From an optimization exercise on the open Yosys and OpenROAD flow, aimed at small area, a short achievable clock period and few clock cycles; shortcuts taken in it are not production practice. In this exercise RTL edits were held to simulation tests only and were not proved equivalent to the original. Power is estimated from default activity; no workload was simulated.

===== design.v =====
module ecm_fce (
    input  logic        clk,
    input  logic        rst,       
    input  logic        req,
    input  logic        we,
    input  logic [7:0]  addr,
    input  logic [31:0] wdata,
    output logic        ack,
    output logic        err,
    output logic [31:0] rdata
);
    localparam int LINE_CAP = 64;
    logic [2:0]  st_err;
    logic [3:0]  st_cause;
    logic [15:0] st_index;
    logic [31:0] can_id, bus_id, len, dgram_len, line_len;
    logic [17:0] wide;
    logic [15:0][31:0] data;
    logic [15:0][7:0]  dgram;
    logic [LINE_CAP-1:0][7:0] line;
    typedef enum logic [2:0] {
        S_IDLE, S_PARSE, S_PCOMMIT, S_ENCODE, S_DECODE, S_SRST, S_DONE
    } state_t;
    state_t state;
    logic        cmd_v;        
    logic        cmd_pe;       
    logic [6:0]  p_pos;
    logic        p_intok;
    logic [5:0]  p_ntok;       
    logic        p_bad;
    logic [5:0]  p_badidx;
    logic [31:0] p_acc;
    logic        p_accw;
    logic [31:0] sh_id;
    logic        sh_idw;
    logic [15:0][31:0] sh_data;
    logic [15:0] sh_dw;
    wire addr_bad = (addr[1:0] != 2'b00) || (addr >= 8'hC0);
    wire is_cmd   = (addr == 8'h00);
    wire idle     = (state == S_IDLE);
    wire acc_ok   = req && idle && !addr_bad;
    wire host_wr  = acc_ok && we && !is_cmd;
    wire [3:0] data_idx = {addr[6], addr[4:2]};    
    wire cmd_wr   = acc_ok && we && is_cmd;
    assign ack = req && ((idle && !(we && is_cmd && !addr_bad)) || state == S_DONE);
    assign err = req && idle && addr_bad;
    logic [LINE_CAP/4-1:0][31:0] line_word;
    logic [3:0][31:0]            dgram_word;
    assign line_word  = line;
    assign dgram_word = dgram;
    always_comb begin
        rdata = 32'h0;
        if (addr >= 8'h80)
            rdata = line_word[addr[5:2]];
        else if (addr >= 8'h60 && addr < 8'h70)
            rdata = dgram_word[addr[3:2]];
        else if (addr >= 8'h20 && addr < 8'h60)
            rdata = data[data_idx];
        else begin
            case (addr)
                8'h04: rdata = {st_index, 8'h00, st_cause, 1'b0, st_err};
                8'h08: rdata = can_id;
                8'h0C: rdata = bus_id;
                8'h10: rdata = len;
                8'h14: rdata = {14'h0, wide};
                8'h18: rdata = dgram_len;
                8'h1C: rdata = line_len;
                8'h70: rdata = LINE_CAP;
                default: rdata = 32'h0;
            endcase
        end
    end
    wire [7:0] p_byte = (p_pos < line_len[6:0]) ? line[p_pos[5:0]] : 8'h20;
    wire p_ws = (p_byte == 8'h20) || (p_byte >= 8'h09 && p_byte <= 8'h0D);
    logic       p_hex;
    logic [3:0] p_hv;
    always_comb begin
        p_hex = 1'b1;
        p_hv  = 4'h0;
        if (p_byte >= 8'h30 && p_byte <= 8'h39)
            p_hv = p_byte[3:0];
        else if ((p_byte >= 8'h41 && p_byte <= 8'h46) ||
                 (p_byte >= 8'h61 && p_byte <= 8'h66))
            p_hv = p_byte[3:0] + 4'd9;
        else
            p_hex = 1'b0;
    end
    wire [5:0]  p_ntok_m1 = p_ntok - 6'd1;
    wire [3:0]  p_slot  = p_ntok_m1[3:0];    
    wire [31:0] p_base  = p_intok ? p_acc  : 32'h0;
    wire        p_basew = p_intok ? p_accw : 1'b0;
    logic        enc_fail;
    logic [3:0]  enc_cause;
    logic [15:0] enc_index;
    always_comb begin
        enc_fail  = 1'b1;
        enc_cause = 4'd0;
        enc_index = 16'd0;
        if (wide[0] || can_id > 32'd2047)
            enc_cause = 4'd1;
        else if (wide[1] || bus_id > 32'h0FFFFFFF)
            enc_cause = 4'd2;
        else if (len > 32'd15)
            enc_cause = 4'd3;
        else begin
            enc_fail = 1'b0;
            for (int i = 14; i >= 0; i--) begin
                if (i < len && (wide[2+i] || data[i] > 32'd255)) begin
                    enc_fail  = 1'b1;
                    enc_cause = 4'd4;
                    enc_index = 16'(i);
                end
            end
        end
    end
    always_ff @(posedge clk) begin
        if (rst) begin
            state <= S_IDLE;
        end else begin
            case (state)
                S_IDLE:
                    if (cmd_wr) begin
                        cmd_v  <= wdata[4];
                        cmd_pe <= (wdata[3:0] == 4'h4);
                        case (wdata)
                            32'h11, 32'h01: state <= S_ENCODE;
                            32'h02:         state <= S_DECODE;
                            32'h03, 32'h14, 32'h04:
                                state <= (line_len > LINE_CAP) ? S_DONE : S_PARSE;
                            32'h0F:         state <= S_SRST;
                            default:        state <= S_DONE;
                        endcase
                    end
                S_PARSE:
                    if (p_pos == line_len[6:0])
                        state <= S_PCOMMIT;
                S_PCOMMIT:
                    if (p_ntok == 0 || p_bad) state <= S_DONE;
                    else if (cmd_pe)          state <= S_ENCODE;
                    else                      state <= S_DONE;
                S_ENCODE, S_DECODE, S_SRST:
                    state <= S_DONE;
                S_DONE:
                    if (req) state <= S_IDLE;
                default:
                    state <= S_IDLE;
            endcase
        end
    end
    always_ff @(posedge clk) begin
        if (state == S_IDLE) begin
            p_pos    <= 7'd0;
            p_intok  <= 1'b0;
            p_ntok   <= 6'd0;
            p_bad    <= 1'b0;
            p_badidx <= 6'd0;
        end else if (state == S_PARSE) begin
            p_pos <= p_pos + 7'd1;
            if (p_ws) begin
                if (p_intok) begin
                    if (p_ntok == 0) begin
                        sh_id  <= p_acc;
                        sh_idw <= p_accw;
                    end else if (p_ntok <= 16) begin
                        sh_data[p_slot] <= p_acc;
                        sh_dw[p_slot]   <= p_accw;
                    end
                    p_ntok  <= p_ntok + 6'd1;
                    p_intok <= 1'b0;
                end
            end else begin
                p_intok <= 1'b1;
                if (p_hex) begin
                    p_acc  <= {p_base[27:0], p_hv};
                    p_accw <= p_basew || (p_base[31:28] != 4'h0);
                end else if (!p_bad) begin
                    p_bad    <= 1'b1;
                    p_badidx <= p_ntok;
                end
            end
        end
    end
    always_ff @(posedge clk) begin
        if (rst || state == S_SRST) begin
            st_err    <= 3'd0;
            st_cause  <= 4'd0;
            st_index  <= 16'd0;
            can_id    <= 32'd0;
            bus_id    <= 32'd0;
            len       <= 32'd0;
            wide      <= 18'd0;
            dgram_len <= 32'd0;
            line_len  <= 32'd0;
            data      <= '0;
            dgram     <= '0;
            line      <= '0;
        end else begin
            if (host_wr) begin
                if (addr >= 8'h80) begin
                    line[{addr[5:2], 2'd0}] <= wdata[7:0];
                    line[{addr[5:2], 2'd1}] <= wdata[15:8];
                    line[{addr[5:2], 2'd2}] <= wdata[23:16];
                    line[{addr[5:2], 2'd3}] <= wdata[31:24];
                end else if (addr >= 8'h60 && addr < 8'h70) begin
                    dgram[{addr[3:2], 2'd0}] <= wdata[7:0];
                    dgram[{addr[3:2], 2'd1}] <= wdata[15:8];
                    dgram[{addr[3:2], 2'd2}] <= wdata[23:16];
                    dgram[{addr[3:2], 2'd3}] <= wdata[31:24];
                end else if (addr >= 8'h20 && addr < 8'h60) begin
                    data[data_idx] <= wdata;
                end else begin
                    case (addr)
                        8'h08: can_id    <= wdata;
                        8'h0C: bus_id    <= wdata;
                        8'h10: len       <= wdata;
                        8'h14: wide      <= wdata[17:0];
                        8'h18: dgram_len <= wdata;
                        8'h1C: line_len  <= wdata;
                        default: ;
                    endcase
                end
            end
            case (state)
                S_IDLE:
                    if (cmd_wr) begin
                        case (wdata)
                            32'h11, 32'h01, 32'h02, 32'h0F: ;
                            32'h03, 32'h14, 32'h04:
                                if (line_len > LINE_CAP) begin
                                    st_err   <= 3'd2;
                                    st_cause <= 4'd3;
                                    st_index <= 16'd0;
                                end
                            default: begin
                                st_err   <= 3'd4;
                                st_cause <= 4'd0;
                                st_index <= 16'd0;
                            end
                        endcase
                    end
                S_PCOMMIT:
                    if (p_ntok == 0) begin
                        st_err   <= 3'd2;
                        st_cause <= 4'd1;
                        st_index <= 16'd0;
                    end else if (p_bad) begin
                        st_err   <= 3'd2;
                        st_cause <= 4'd2;
                        st_index <= {10'd0, p_badidx};
                    end else begin
                        can_id  <= sh_id;
                        wide[0] <= sh_idw;
                        len     <= {26'd0, p_ntok} - 32'd1;
                        for (int i = 0; i < 16; i++) begin
                            if (i + 1 < 32'(p_ntok)) begin
                                data[i]     <= sh_data[i];
                                wide[2 + i] <= sh_dw[i];
                            end else begin
                                data[i]     <= 32'd0;
                                wide[2 + i] <= 1'b0;
                            end
                        end
                        st_err   <= 3'd0;
                        st_cause <= 4'd0;
                        st_index <= 16'd0;
                    end
                S_ENCODE:
                    if (cmd_v && enc_fail) begin
                        st_err   <= 3'd1;
                        st_cause <= enc_cause;
                        st_index <= enc_index;
                    end else begin
                        dgram[0]  <= 8'h00;
                        dgram[1]  <= 8'h00;
                        dgram[2]  <= {can_id[2:0], 5'd0};
                        dgram[3]  <= can_id[10:3];
                        dgram[4]  <= {bus_id[3:0], len[3:0]};
                        dgram[5]  <= bus_id[11:4];
                        dgram[6]  <= bus_id[19:12];
                        dgram[7]  <= bus_id[27:20];
                        for (int k = 0; k < 8; k++)
                            dgram[8 + k] <= (k < len) ? data[k][7:0] : 8'h00;
                        dgram_len <= 32'd16;
                        st_err    <= 3'd0;
                        st_cause  <= 4'd0;
                        st_index  <= 16'd0;
                    end
                S_DECODE:
                    if (dgram_len != 32'd16) begin
                        st_err   <= 3'd3;
                        st_cause <= 4'd1;
                        st_index <= 16'd0;
                    end else if (dgram[4][3:0] > 4'd8) begin
                        st_err   <= 3'd3;
                        st_cause <= 4'd2;
                        st_index <= {12'd0, dgram[4][3:0]};
                    end else begin
                        can_id <= {21'd0, dgram[3], dgram[2][7:5]};
                        bus_id <= {4'd0, dgram[7], dgram[6], dgram[5], dgram[4][7:4]};
                        len    <= {28'd0, dgram[4][3:0]};
                        for (int i = 0; i < 8; i++)
                            data[i] <= (i < dgram[4][3:0]) ? {24'd0, dgram[8 + i]} : 32'd0;
                        for (int i = 8; i < 16; i++)
                            data[i] <= 32'd0;
                        wide     <= 18'd0;
                        st_err   <= 3'd0;
                        st_cause <= 4'd0;
                        st_index <= 16'd0;
                    end
                default: ;
            endcase
        end
    end
endmodule

===== run.sh =====
#!/bin/bash
# synth_recipe.tcl (not shown) runs the flow's synth.tcl, then flattens the netlist and writes it again
# the make line also repeats each setting of config.mk as NAME=value (left out here)
make -C /OpenROAD-flow-scripts/flow DESIGN_CONFIG=/design/flow/config.mk WORK_HOME=/design/flow/orfs CLKGATE_MAP_FILE= SYNTH_SCRIPT=/design/flow/synth_recipe.tcl finish

===== config.mk =====
export PLATFORM = sky130hd
export DESIGN_NAME = ecm_fce
export DESIGN_NICKNAME = ecm_fce
export VERILOG_FILES = /design/flow/design.v
export SDC_FILE = /design/flow/constraint.sdc
export NUM_CORES = 4
export LEC_CHECK = 0
export CAP_MARGIN = 30
export CORE_MARGIN = 2
export CORE_UTILIZATION = 35
export SLEW_MARGIN = 40

===== constraint.sdc =====
create_clock -name core_clock -period 8.0 [get_ports {clk}]
set_input_delay 1.6000 -clock core_clock [delete_from_list [all_inputs] [get_ports {clk}]]
set_output_delay 1.6000 -clock core_clock [all_outputs]
set_load 0.01 [all_outputs]

==> results.yml <==
status:
  outcome: "complete, no violations"
grt:
  grt_start_max_net_pins: 181
  grt_pass1_wl_mm: 726.9
  grt_pass1_vias: 81380
  grt_overflow: 0
  antenna_found_initial: 56
  grt_use_total_pct: 37.78
critical_path:
  slowest_stage: "mux4_2"
  required_ps: 6400
  cp_max_fo: 51
  critPathLaunchType: "input pin"
  rrSetupSlack_ps: 940
  crit_arrival_ps: 5840
  setup.worst_path.end_class: "primary output"
  crit_path_cell_trace: "buf_8 -> buf_16 -> buf_4 -> mux4_2 -> mux4_2 -> a211oi_1 -> buf_4 -> a21oi_1 -> clkdlybuf4s50_1"
  crit_type: "input pin to primary output"
  slowest_delay_ps: 660
routing:
  drcViolationCount: 0
  drt-initial-drc-count: 17920
  postRouteAntennaNets: 0
  wl_met2_mm: 223.6
  dr.max_layer_used: "met5"
  detail_route.first_pass.iterations: 9
  wire_per_inst_um: 43.15
  vias: 90100
  wl_met3_mm: 76.13
  wirelength_mm: 543.7
  drt-met1-wl_mm: 199.0
  vias_per_cell: 7.151
pwr:
  p_leak_nw: 35.70
  p_sw_share_pct: 24.77
  combPwrFrac_pct: 5.1
  p_sw_mw: 5.451
  powerDensity_nw_per_um2: 203.3
  power_mw: 22.00
  power_frac_clock_pct: 48.5
  peakVddDrop_mv: 0.2126
  p_seq_share_pct: 46.4
  p_int_mw: 16.55
yosys:
  yosysMostFrequentCell: "dfxtp_1"
  synth_ff_type: "dfxtp_1"
  synthArstFlopShare_pct: 0
  synth_edf_count: 596
  syn_avg_cell_area_um2: 10.42
  synthCells: 9129
  synthTopCellsByArea: "dfxtp_1 (29%), edfxtp_1 (19%), mux4_2 (11%)"
  ys_warn_count: 1
  synth_area_leader_cell: "dfxtp_1"
  netlist.area_leader.share_pct: 28.74
  yosysUniqueCellTypes: 82
  synth_commonest_cells: "dfxtp_1 (1,366), a22oi_1 (974), nor2_1 (899)"
  synthesis.nets: 9203
  synth-seq-cells: 1962
  yosysSeqAreaShare_pct: 47.54
  syn_area_um2: 95170
place:
  hpwl_mm: 374.3
  globalplace.congestion: 1.064
  placed_area_um2: 100600
  portBuffers: 77
die:
  num_io_pins: 78
  initial_core_util_pct: 35.18
  die-area_um2: 276100
  core_area_um2: 270500
  die_y_um: 525.4
  row_count: 191
  dieWidth_um: 525.4
cells_and_area:
  syn2layout_area_growth_pct: 13.75
  fin_util_pct: 40.01
  design_area_um2: 108200
  fin_nets: 8878
  num-fill-cells: 26170
  layout-drive-gt1-share_pct: 17.15
clocking:
  htree_levels: 4
  clk_path_buf_depth: 4
  post_cts_buffers: 0
  cts_buffers: 224
  tritoncts: "done"
  clk_latency_ps: 940
  clk_pin_slew_ps: 60
  cts_sinks: 1962
  cts-root-buf: "clkbuf_16"
  ctsResizeCount: 0
  holdBufCountCts: 0
sta:
  rsz0062_at_grt: "no"
  report.final.slew_viol_count: 0
  clock_skew_ps: 80.58
  fmax_mhz: 134.5
  hold_violations: 0
  finalCritPeriodShare_pct: 92.97
  period_needed_ps: 7438
  worstMarginPinSlew_ps: 962.9
  relSlewSlack_pct: 35.81
  finalSetupViolCount: 0
  worst_hold_slack_ps: 453.0
min_path:
  hold_class: "register to register"
run:
  cap_violations: 0
-- flip-flops by register name (all words and copies together) (netlist names), 6 cells and up --
| signal | flops |
|---|---|
| data | 512 |
| line | 512 |
| sh_data | 512 |
| dgram | 128 |
| bus_id | 32 |
| can_id | 32 |
| dgram_len | 32 |
| len | 32 |
| line_len | 32 |
| p_acc | 32 |
| sh_id | 32 |
| wide | 18 |
| sh_dw | 16 |
| p_pos | 7 |
| p_badidx | 6 |
| p_ntok | 6 |
| st_index | 6 |
-- kinds of logic after synthesis --
family | share of synthesized area (%)
XOR/XNOR | 0.08284
adder cells (fa/ha/maj) | 0.3944
AND/OR/NAND/NOR | 11.16
multiplexers | 15.44
flip-flops | 47.54
buffers and inverters | 4.473
AO/OA/AOI/OAI | 20.91
-- final timing paths --
path             start      endpoint  cells past startpoint
max reg2reg   p_pos[0]  sh_data[275]                     20
min reg2reg  sh_id[12]    can_id[12]                      2
max            addr[3]     rdata[25]                      9
min          sh_id[12]    can_id[12]                      2
-- cell usage in the layout, fill, tap and decap left out, drive strengths merged, types with 191 or more instances in the layout --
cell type | netlist | routed
o21ai | 373 | 373
nor2 | 899 | 899
mux4 | 458 | 458
mux2 | 191 | 191
a21oi | 516 | 516
buf | 193 | 399
a32o | 391 | 391
dfxtp | 1366 | 1366
clkbuf | 821 | 332
nand2 | 786 | 786
edfxtp | 596 | 596
a22oi | 974 | 974
mux2i | 222 | 222
-- layout make-up --
type,instances,area (um^2),share of cell area (%)
clock inverter,82,777.0,0.7178
sequential,1962,45260,41.81
inverter,68,255.2,0.2358
tap,3570,4467,4.126
multi-input combinational,6085,46490,42.94
timing repair buffer,463,4269,3.944
clock buffer,332,6635,6.130
antenna,39,97.59,0.09016
-- layer usage --
metal  global-route usage (%)  vias to the layer above
met5                        0                        -
met4                    25.63                       22
met3                    12.24                     1738
met2                    53.73                     7860
met1                    48.54                    45860
li1                         -                    34630
-- power by group through the flow --
stage	sequential [mW]	combinational [mW]	clock (mW)
2_1_floorplan	10.4	0.465	0
3_3_place_gp	10.4	1.03	0
3_5_place_dp	10.4	1.04	0
4_1_cts	10.2	1.04	10.7
5_1_grt	10.2	1.09	11.0
6_report	10.2	1.12	10.7
-- worst max-delay path, delay by kind of cell --
family | cells | cell delay (ps)
buffers and inverters | 5 | 2090
multiplexers | 2 | 1140
AO/OA/AOI/OAI | 2 | 790
-- stage by stage --
step                 TNS, ps  cells  setup slack, ps
floorplan           -4146000   9129            -7852
global placement           0  12120            593.0
detailed placement         0  12140            786.3
CTS                        0  12560            786.4
global route               0  12570            642.1
finish                     0  12600            562.3
Testbench counts, summed over its fixed seeds: cycles 14,770.

[static timing again, ports no longer ideal]
The flow's constraints put no driver on any port. The routed layout listed below was extracted and timed again, unchanged, in two steps. Step 1, drivers: a clkbuf_16 drives clk and a buf_2 each remaining input, both assumed. Step 2 moves the port delays by t, midway between the first and last clock arrival at a register: inputs arrive t later, outputs are due t later. That takes back most of the time a late clock gives input paths. Slacks: ideal / step 1 / step 2; pairs: ideal / step 1.
t, ns: 0.988
setup slack, ns: 0.562 / 0.505 / 0.505
worst setup path after step 2: input to output
worst register clock-pin slew, ns: 0.08 / 0.08
After both steps setup and hold are still met in this run. The setup slack of this run moves by -0.057 ns with the drivers and by -0.057 ns with both steps.
